Background: an optimization exercise with open tools, aiming at small area, a short achievable clock period and few clock cycles per item. Do not read the settings as production practice. In this exercise RTL edits were held to simulation tests only and were not proved equivalent to the original.

==> run D <==
Design misty1_core, start of the top module:
module misty1_core (
    input  wire         clk,
    input  wire         rst,           
    input  wire         cmd_valid,
    output wire         cmd_ready,
    input  wire [1:0]   cmd_op,
    input  wire [7:0]   cmd_klen,
    input  wire [127:0] cmd_key,
    input  wire [63:0]  cmd_din,
    output reg          rsp_valid,
    output reg  [1:0]   rsp_status,
    output reg  [7:0]   rsp_info,
    output reg  [63:0]  rsp_dout
);
==> module misty1_core, before the edit <==
module misty1_core (
    input  wire         clk,
    input  wire         rst,           
    input  wire         cmd_valid,
    output wire         cmd_ready,
    input  wire [1:0]   cmd_op,
    input  wire [7:0]   cmd_klen,
    input  wire [127:0] cmd_key,
    input  wire [63:0]  cmd_din,
    output reg          rsp_valid,
    output reg  [1:0]   rsp_status,
    output reg  [7:0]   rsp_info,
    output reg  [63:0]  rsp_dout
);
    localparam OP_BLKSIZE = 2'd0;
    localparam OP_KEYLOAD = 2'd1;
    localparam OP_ENCRYPT = 2'd2;
    localparam OP_DECRYPT = 2'd3;
    localparam ST_OK       = 2'd0;
    localparam ST_BAD_KLEN = 2'd1;
    localparam ST_NO_KEY   = 2'd2;
    localparam S_IDLE = 2'd0;
    localparam S_KEY  = 2'd1;
    localparam S_RUN  = 2'd2;
    reg [1:0]  state;
    reg        kv;               
    reg [15:0] ek [0:15];        
    reg [2:0]  ks_i;             
    reg [4:0]  step;             
    reg        decrypt;
    reg [31:0] d0, d1;
    assign cmd_ready = (state == S_IDLE);
    wire [2:0]  ks_next = ks_i + 3'd1;
    wire [15:0] ks_fi_out;
    misty1_fi u_ks_fi (.x(ek[{1'b0, ks_i}]), .ki(ek[{1'b0, ks_next}]), .y(ks_fi_out));
    wire [2:0] grp = step[4:2];
    wire [1:0] pos = step[1:0];
    reg        uop_fox;    
    reg        uop_h;      
    reg [3:0]  uop_k;      
    always @(*) begin
        if (!decrypt) begin
            case (pos)
                2'd0: begin uop_fox = 1'b0; uop_h = 1'b0; uop_k = {grp, 1'b0}; end
                2'd1: begin uop_fox = 1'b0; uop_h = 1'b1; uop_k = {grp, 1'b1}; end
                2'd2: begin uop_fox = 1'b1; uop_h = 1'b1; uop_k = {grp, 1'b0}; end
                default: begin uop_fox = 1'b1; uop_h = 1'b0; uop_k = {grp, 1'b1}; end
            endcase
        end else begin
            case (pos)
                2'd0: begin uop_fox = 1'b0; uop_h = 1'b0; uop_k = 4'd8 - {grp, 1'b0}; end
                2'd1: begin uop_fox = 1'b0; uop_h = 1'b1; uop_k = 4'd9 - {grp, 1'b0}; end
                2'd2: begin uop_fox = 1'b1; uop_h = 1'b0; uop_k = 4'd7 - {grp, 1'b0}; end
                default: begin uop_fox = 1'b1; uop_h = 1'b1; uop_k = 4'd6 - {grp, 1'b0}; end
            endcase
        end
    end
    wire [2:0]  fl_j  = uop_k[3:1];
    wire [15:0] fl_ka = uop_k[0] ? ek[{1'b1, fl_j + 3'd2}] : ek[{1'b0, fl_j}];
    wire [15:0] fl_ko = uop_k[0] ? ek[{1'b0, fl_j + 3'd4}] : ek[{1'b1, fl_j + 3'd6}];
    wire [31:0] fl_in = uop_h ? d1 : d0;
    wire [31:0] fl_out;
    misty1_fl u_fl (.x(fl_in), .ka(fl_ka), .ko(fl_ko), .inv(decrypt), .y(fl_out));
    wire [2:0]  fo_k = uop_k[2:0];
    wire [31:0] fo_in = uop_h ? d0 : d1;
    wire [31:0] fo_out;
    misty1_fo u_fo (
        .x  (fo_in),
        .ko1(ek[{1'b0, fo_k}]),
        .ko2(ek[{1'b0, fo_k + 3'd2}]),
        .ko3(ek[{1'b0, fo_k + 3'd7}]),
        .ko4(ek[{1'b0, fo_k + 3'd4}]),
        .ki1(ek[{1'b1, fo_k + 3'd5}]),
        .ki2(ek[{1'b1, fo_k + 3'd1}]),
        .ki3(ek[{1'b1, fo_k + 3'd3}]),
        .y  (fo_out)
    );
    wire [31:0] uop_out = uop_fox ? ((uop_h ? d1 : d0) ^ fo_out) : fl_out;
    integer n;
    always @(posedge clk) begin
        if (rst) begin
            state     <= S_IDLE;
            kv        <= 1'b0;
            rsp_valid <= 1'b0;
        end else begin
            rsp_valid <= 1'b0;
            case (state)
                S_IDLE: begin
                    if (cmd_valid) begin
                        case (cmd_op)
                            OP_BLKSIZE: begin
                                rsp_valid  <= 1'b1;
                                rsp_status <= ST_OK;
                                rsp_info   <= 8'd8;
                                rsp_dout   <= 64'd0;
                            end
                            OP_KEYLOAD: begin
                                if (cmd_klen != 8'd16) begin
                                    rsp_valid  <= 1'b1;
                                    rsp_status <= ST_BAD_KLEN;
                                    rsp_info   <= cmd_klen;
                                    rsp_dout   <= 64'd0;
                                end else begin
                                    for (n = 0; n < 8; n = n + 1)
                                        ek[n] <= cmd_key[127 - 16*n -: 16];
                                    kv    <= 1'b0;
                                    ks_i  <= 3'd0;
                                    state <= S_KEY;
                                end
                            end
                            default: begin  
                                if (!kv) begin
                                    rsp_valid  <= 1'b1;
                                    rsp_status <= ST_NO_KEY;
                                    rsp_info   <= 8'd0;
                                    rsp_dout   <= 64'd0;
                                end else begin
                                    decrypt <= (cmd_op == OP_DECRYPT);
                                    if (cmd_op == OP_DECRYPT) begin
                                        d1 <= cmd_din[63:32];
                                        d0 <= cmd_din[31:0];
                                    end else begin
                                        d0 <= cmd_din[63:32];
                                        d1 <= cmd_din[31:0];
                                    end
                                    step  <= 5'd0;
                                    state <= S_RUN;
                                end
                            end
                        endcase
                    end
                end
                S_KEY: begin
                    ek[{1'b1, ks_i}] <= ks_fi_out;
                    ks_i <= ks_next;
                    if (ks_i == 3'd7) begin
                        kv         <= 1'b1;
                        rsp_valid  <= 1'b1;
                        rsp_status <= ST_OK;
                        rsp_info   <= 8'd0;
                        rsp_dout   <= 64'd0;
                        state      <= S_IDLE;
                    end
                end
                S_RUN: begin
                    if (uop_h)
                        d1 <= uop_out;
                    else
                        d0 <= uop_out;
                    step <= step + 5'd1;
                    if (step == 5'd17) begin
                        rsp_valid  <= 1'b1;
                        rsp_status <= ST_OK;
                        rsp_info   <= 8'd0;
                        if (decrypt)
                            rsp_dout <= uop_h ? {d0, uop_out} : {uop_out, d1};
                        else
                            rsp_dout <= uop_h ? {uop_out, d0} : {d1, uop_out};
                        state <= S_IDLE;
                    end
                end
                default: state <= S_IDLE;
            endcase
        end
    end
endmodule
==> flow/config.mk <==
export PLATFORM = sky130hd
export DESIGN_NAME = misty1_core
export DESIGN_NICKNAME = misty1_core
export VERILOG_FILES = /design/flow/design.v
export SDC_FILE = /design/flow/constraint.sdc
export NUM_CORES = 4
export LEC_CHECK = 0
export CAP_MARGIN = 20
export CORE_MARGIN = 2
export CORE_UTILIZATION = 40
export SLEW_MARGIN = 20
export SYNTH_MEMORY_MAX_BITS = 65536
==> flow/constraint.sdc <==
create_clock -name core_clock -period 22.0 [get_ports {clk}]
set_input_delay 4.4000 -clock core_clock [delete_from_list [all_inputs] [get_ports {clk}]]
set_output_delay 4.4000 -clock core_clock [all_outputs]
set_load 0.01 [all_outputs]
run.sh (not shown) runs the stock make flow with config.mk's settings and CLKGATE_MAP_FILE= SYNTH_SCRIPT=/design/flow/synth_recipe.tcl, a recipe that flattens the netlist after the stock synthesis.
==> run K: changes against run D <==
--- a/flow/design.v
+++ b/flow/design.v
@@ -107,41 +107,24 @@
     reg        kv;               
     reg [15:0] ek [0:15];        
     reg [2:0]  ks_i;             
-    reg [4:0]  step;             
     reg        decrypt;
     reg [31:0] d0, d1;
     assign cmd_ready = (state == S_IDLE);
     wire [2:0]  ks_next = ks_i + 3'd1;
     wire [15:0] ks_fi_out;
     misty1_fi u_ks_fi (.x(ek[{1'b0, ks_i}]), .ki(ek[{1'b0, ks_next}]), .y(ks_fi_out));
-    wire [2:0] grp = step[4:2];
-    wire [1:0] pos = step[1:0];
-    reg        uop_fox;    
-    reg        uop_h;      
-    reg [3:0]  uop_k;      
-    always @(*) begin
-        if (!decrypt) begin
-            case (pos)
-                2'd0: begin uop_fox = 1'b0; uop_h = 1'b0; uop_k = {grp, 1'b0}; end
-                2'd1: begin uop_fox = 1'b0; uop_h = 1'b1; uop_k = {grp, 1'b1}; end
-                2'd2: begin uop_fox = 1'b1; uop_h = 1'b1; uop_k = {grp, 1'b0}; end
-                default: begin uop_fox = 1'b1; uop_h = 1'b0; uop_k = {grp, 1'b1}; end
-            endcase
-        end else begin
-            case (pos)
-                2'd0: begin uop_fox = 1'b0; uop_h = 1'b0; uop_k = 4'd8 - {grp, 1'b0}; end
-                2'd1: begin uop_fox = 1'b0; uop_h = 1'b1; uop_k = 4'd9 - {grp, 1'b0}; end
-                2'd2: begin uop_fox = 1'b1; uop_h = 1'b0; uop_k = 4'd7 - {grp, 1'b0}; end
-                default: begin uop_fox = 1'b1; uop_h = 1'b1; uop_k = 4'd6 - {grp, 1'b0}; end
-            endcase
-        end
-    end
-    wire [2:0]  fl_j  = uop_k[3:1];
-    wire [15:0] fl_ka = uop_k[0] ? ek[{1'b1, fl_j + 3'd2}] : ek[{1'b0, fl_j}];
-    wire [15:0] fl_ko = uop_k[0] ? ek[{1'b0, fl_j + 3'd4}] : ek[{1'b1, fl_j + 3'd6}];
-    wire [31:0] fl_in = uop_h ? d1 : d0;
-    wire [31:0] fl_out;
-    misty1_fl u_fl (.x(fl_in), .ka(fl_ka), .ko(fl_ko), .inv(decrypt), .y(fl_out));
+    reg  [2:0] grp;
+    reg  [1:0] pos;
+    wire       uop_fox = (pos != 2'd0);
+    wire       uop_h   = decrypt ? (pos == 2'd2) : (pos == 2'd1);   
+    wire [3:0] uop_k   = decrypt ? ((pos == 2'd1) ? 4'd7 - {grp, 1'b0} : 4'd6 - {grp, 1'b0})
+                                 : ((pos == 2'd1) ? {grp, 1'b0} : {grp, 1'b1});
+    wire [2:0]  fl_j = decrypt ? 3'd4 - grp : grp;
+    wire [31:0] fl0_out, fl1_out;
+    misty1_fl u_fl0 (.x(d0), .ka(ek[{1'b0, fl_j}]), .ko(ek[{1'b1, fl_j + 3'd6}]),
+                     .inv(decrypt), .y(fl0_out));
+    misty1_fl u_fl1 (.x(d1), .ka(ek[{1'b1, fl_j + 3'd2}]), .ko(ek[{1'b0, fl_j + 3'd4}]),
+                     .inv(decrypt), .y(fl1_out));
     wire [2:0]  fo_k = uop_k[2:0];
     wire [31:0] fo_in = uop_h ? d0 : d1;
     wire [31:0] fo_out;
@@ -156,7 +139,7 @@
         .ki3(ek[{1'b1, fo_k + 3'd3}]),
         .y  (fo_out)
     );
-    wire [31:0] uop_out = uop_fox ? ((uop_h ? d1 : d0) ^ fo_out) : fl_out;
+    wire [31:0] fox_out = (uop_h ? d1 : d0) ^ fo_out;
     integer n;
     always @(posedge clk) begin
         if (rst) begin
@@ -204,7 +187,8 @@
                                         d0 <= cmd_din[63:32];
                                         d1 <= cmd_din[31:0];
                                     end
-                                    step  <= 5'd0;
+                                    grp   <= 3'd0;
+                                    pos   <= 2'd0;
                                     state <= S_RUN;
                                 end
                             end
@@ -224,20 +208,26 @@
                     end
                 end
                 S_RUN: begin
-                    if (uop_h)
-                        d1 <= uop_out;
-                    else
-                        d0 <= uop_out;
-                    step <= step + 5'd1;
-                    if (step == 5'd17) begin
+                    if (uop_fox) begin
+                        if (uop_h)
+                            d1 <= fox_out;
+                        else
+                            d0 <= fox_out;
+                    end else begin
+                        d0 <= fl0_out;
+                        d1 <= fl1_out;
+                    end
+                    if (pos == 2'd2) begin
+                        pos <= 2'd0;
+                        grp <= grp + 3'd1;
+                    end else
+                        pos <= pos + 2'd1;
+                    if (grp == 3'd4) begin
                         rsp_valid  <= 1'b1;
                         rsp_status <= ST_OK;
                         rsp_info   <= 8'd0;
-                        if (decrypt)
-                            rsp_dout <= uop_h ? {d0, uop_out} : {uop_out, d1};
-                        else
-                            rsp_dout <= uop_h ? {uop_out, d0} : {d1, uop_out};
-                        state <= S_IDLE;
+                        rsp_dout   <= decrypt ? {fl0_out, fl1_out} : {fl1_out, fl0_out};
+                        state      <= S_IDLE;
                     end
                 end
                 default: state <= S_IDLE;
==> run F: changes against run D <==
--- a/flow/design.v
+++ b/flow/design.v
@@ -107,43 +107,27 @@
     reg        kv;               
     reg [15:0] ek [0:15];        
     reg [2:0]  ks_i;             
-    reg [4:0]  step;             
     reg        decrypt;
     reg [31:0] d0, d1;
     assign cmd_ready = (state == S_IDLE);
     wire [2:0]  ks_next = ks_i + 3'd1;
     wire [15:0] ks_fi_out;
     misty1_fi u_ks_fi (.x(ek[{1'b0, ks_i}]), .ki(ek[{1'b0, ks_next}]), .y(ks_fi_out));
-    wire [2:0] grp = step[4:2];
-    wire [1:0] pos = step[1:0];
-    reg        uop_fox;    
-    reg        uop_h;      
-    reg [3:0]  uop_k;      
-    always @(*) begin
-        if (!decrypt) begin
-            case (pos)
-                2'd0: begin uop_fox = 1'b0; uop_h = 1'b0; uop_k = {grp, 1'b0}; end
-                2'd1: begin uop_fox = 1'b0; uop_h = 1'b1; uop_k = {grp, 1'b1}; end
-                2'd2: begin uop_fox = 1'b1; uop_h = 1'b1; uop_k = {grp, 1'b0}; end
-                default: begin uop_fox = 1'b1; uop_h = 1'b0; uop_k = {grp, 1'b1}; end
-            endcase
-        end else begin
-            case (pos)
-                2'd0: begin uop_fox = 1'b0; uop_h = 1'b0; uop_k = 4'd8 - {grp, 1'b0}; end
-                2'd1: begin uop_fox = 1'b0; uop_h = 1'b1; uop_k = 4'd9 - {grp, 1'b0}; end
-                2'd2: begin uop_fox = 1'b1; uop_h = 1'b0; uop_k = 4'd7 - {grp, 1'b0}; end
-                default: begin uop_fox = 1'b1; uop_h = 1'b1; uop_k = 4'd6 - {grp, 1'b0}; end
-            endcase
-        end
-    end
-    wire [2:0]  fl_j  = uop_k[3:1];
-    wire [15:0] fl_ka = uop_k[0] ? ek[{1'b1, fl_j + 3'd2}] : ek[{1'b0, fl_j}];
-    wire [15:0] fl_ko = uop_k[0] ? ek[{1'b0, fl_j + 3'd4}] : ek[{1'b1, fl_j + 3'd6}];
-    wire [31:0] fl_in = uop_h ? d1 : d0;
-    wire [31:0] fl_out;
-    misty1_fl u_fl (.x(fl_in), .ka(fl_ka), .ko(fl_ko), .inv(decrypt), .y(fl_out));
+    reg  [2:0] grp;
+    reg        pos;
+    wire       uop_h = decrypt ? pos : ~pos;       
+    wire [3:0] uop_k = decrypt ? (pos ? 4'd6 - {grp, 1'b0} : 4'd7 - {grp, 1'b0})
+                               : {grp, pos};
+    wire [2:0]  fl_j = decrypt ? 3'd4 - grp : grp;
+    wire [31:0] fl0_out, fl1_out;
+    misty1_fl u_fl0 (.x(d0), .ka(ek[{1'b0, fl_j}]), .ko(ek[{1'b1, fl_j + 3'd6}]),
+                     .inv(decrypt), .y(fl0_out));
+    misty1_fl u_fl1 (.x(d1), .ka(ek[{1'b1, fl_j + 3'd2}]), .ko(ek[{1'b0, fl_j + 3'd4}]),
+                     .inv(decrypt), .y(fl1_out));
     wire [2:0]  fo_k = uop_k[2:0];
-    wire [31:0] fo_in = uop_h ? d0 : d1;
+    wire [31:0] h0 = pos ? d0 : fl0_out;
+    wire [31:0] h1 = pos ? d1 : fl1_out;
+    wire [31:0] fo_in = uop_h ? h0 : h1;
     wire [31:0] fo_out;
     misty1_fo u_fo (
         .x  (fo_in),
@@ -156,7 +140,7 @@
         .ki3(ek[{1'b1, fo_k + 3'd3}]),
         .y  (fo_out)
     );
-    wire [31:0] uop_out = uop_fox ? ((uop_h ? d1 : d0) ^ fo_out) : fl_out;
+    wire [31:0] fox_out = (uop_h ? h1 : h0) ^ fo_out;
     integer n;
     always @(posedge clk) begin
         if (rst) begin
@@ -204,7 +188,8 @@
                                         d0 <= cmd_din[63:32];
                                         d1 <= cmd_din[31:0];
                                     end
-                                    step  <= 5'd0;
+                                    grp   <= 3'd0;
+                                    pos   <= 1'b0;
                                     state <= S_RUN;
                                 end
                             end
@@ -224,20 +209,22 @@
                     end
                 end
                 S_RUN: begin
-                    if (uop_h)
-                        d1 <= uop_out;
-                    else
-                        d0 <= uop_out;
-                    step <= step + 5'd1;
-                    if (step == 5'd17) begin
+                    if (uop_h) begin
+                        d0 <= h0;
+                        d1 <= fox_out;
+                    end else begin
+                        d0 <= fox_out;
+                        d1 <= h1;
+                    end
+                    pos <= ~pos;
+                    if (pos)
+                        grp <= grp + 3'd1;
+                    if (grp == 3'd4) begin
                         rsp_valid  <= 1'b1;
                         rsp_status <= ST_OK;
                         rsp_info   <= 8'd0;
-                        if (decrypt)
-                            rsp_dout <= uop_h ? {d0, uop_out} : {uop_out, d1};
-                        else
-                            rsp_dout <= uop_h ? {uop_out, d0} : {d1, uop_out};
-                        state <= S_IDLE;
+                        rsp_dout   <= decrypt ? {fl0_out, fl1_out} : {fl1_out, fl0_out};
+                        state      <= S_IDLE;
                     end
                 end
                 default: state <= S_IDLE;
==> summary.txt <==
Run D finished with timing, DRC and antenna clean. Run F ran to the end with no violations. Run K finished with timing, DRC and antenna clean.
Of run K and run F, run F has the higher clock skew (gap 0.014 ns).
Non-clock buffer count: run K < run D < run F.
Worst setup slack, lowest first: run F, run D, run K.
In run K the utilization is higher than in run F, by 0.051 points.
The highest register-to-register slack belongs to run K, the lowest to run F.
Via count: run D < run K < run F.
The lowest die area belongs to run D, the highest to run F.
Testbench counts of run D, summed over its fixed seeds: cycles 39,200, items 2,048.
Testbench counts of run K, summed over its fixed seeds: cycles 28,960, items 2,048.
Testbench counts of run F, summed over its fixed seeds: cycles 20,768, items 2,048.

==> separate check: timing with driven ports <==
The flow's constraints put no driver on any port. The routed layouts listed below were extracted and timed again, unchanged, in two steps. Step 1 sets driving cells, clkbuf_16 on the clock port and buf_2 on the other inputs (assumed; they add their load-dependent delay and slew). Step 2, shift: input delay + t, output delay - t, t = (earliest + latest rising clock arrival at the registers) / 2. This alone moves slack from input paths to output paths. Slacks: ideal / step 1 / step 2; pairs: ideal / step 1.
run | t (ns) | slack for setup (ns) | latest minus earliest clock arrival (ns) | worst register clock-pin slew, ns | worst data-port slew with drivers (ns)
run D | 0.710 | 10.548 / 10.548 / 10.548 | 0.033 / 0.033 | 0.07 / 0.07 | 0.07
run K | 0.718 | 10.952 / 10.952 / 10.952 | 0.046 / 0.046 | 0.07 / 0.07 | 0.09
run F | 0.700 | 9.262 / 9.262 / 9.262 | 0.061 / 0.060 | 0.07 / 0.07 | 0.07
After both steps setup and hold are still met in every run listed.
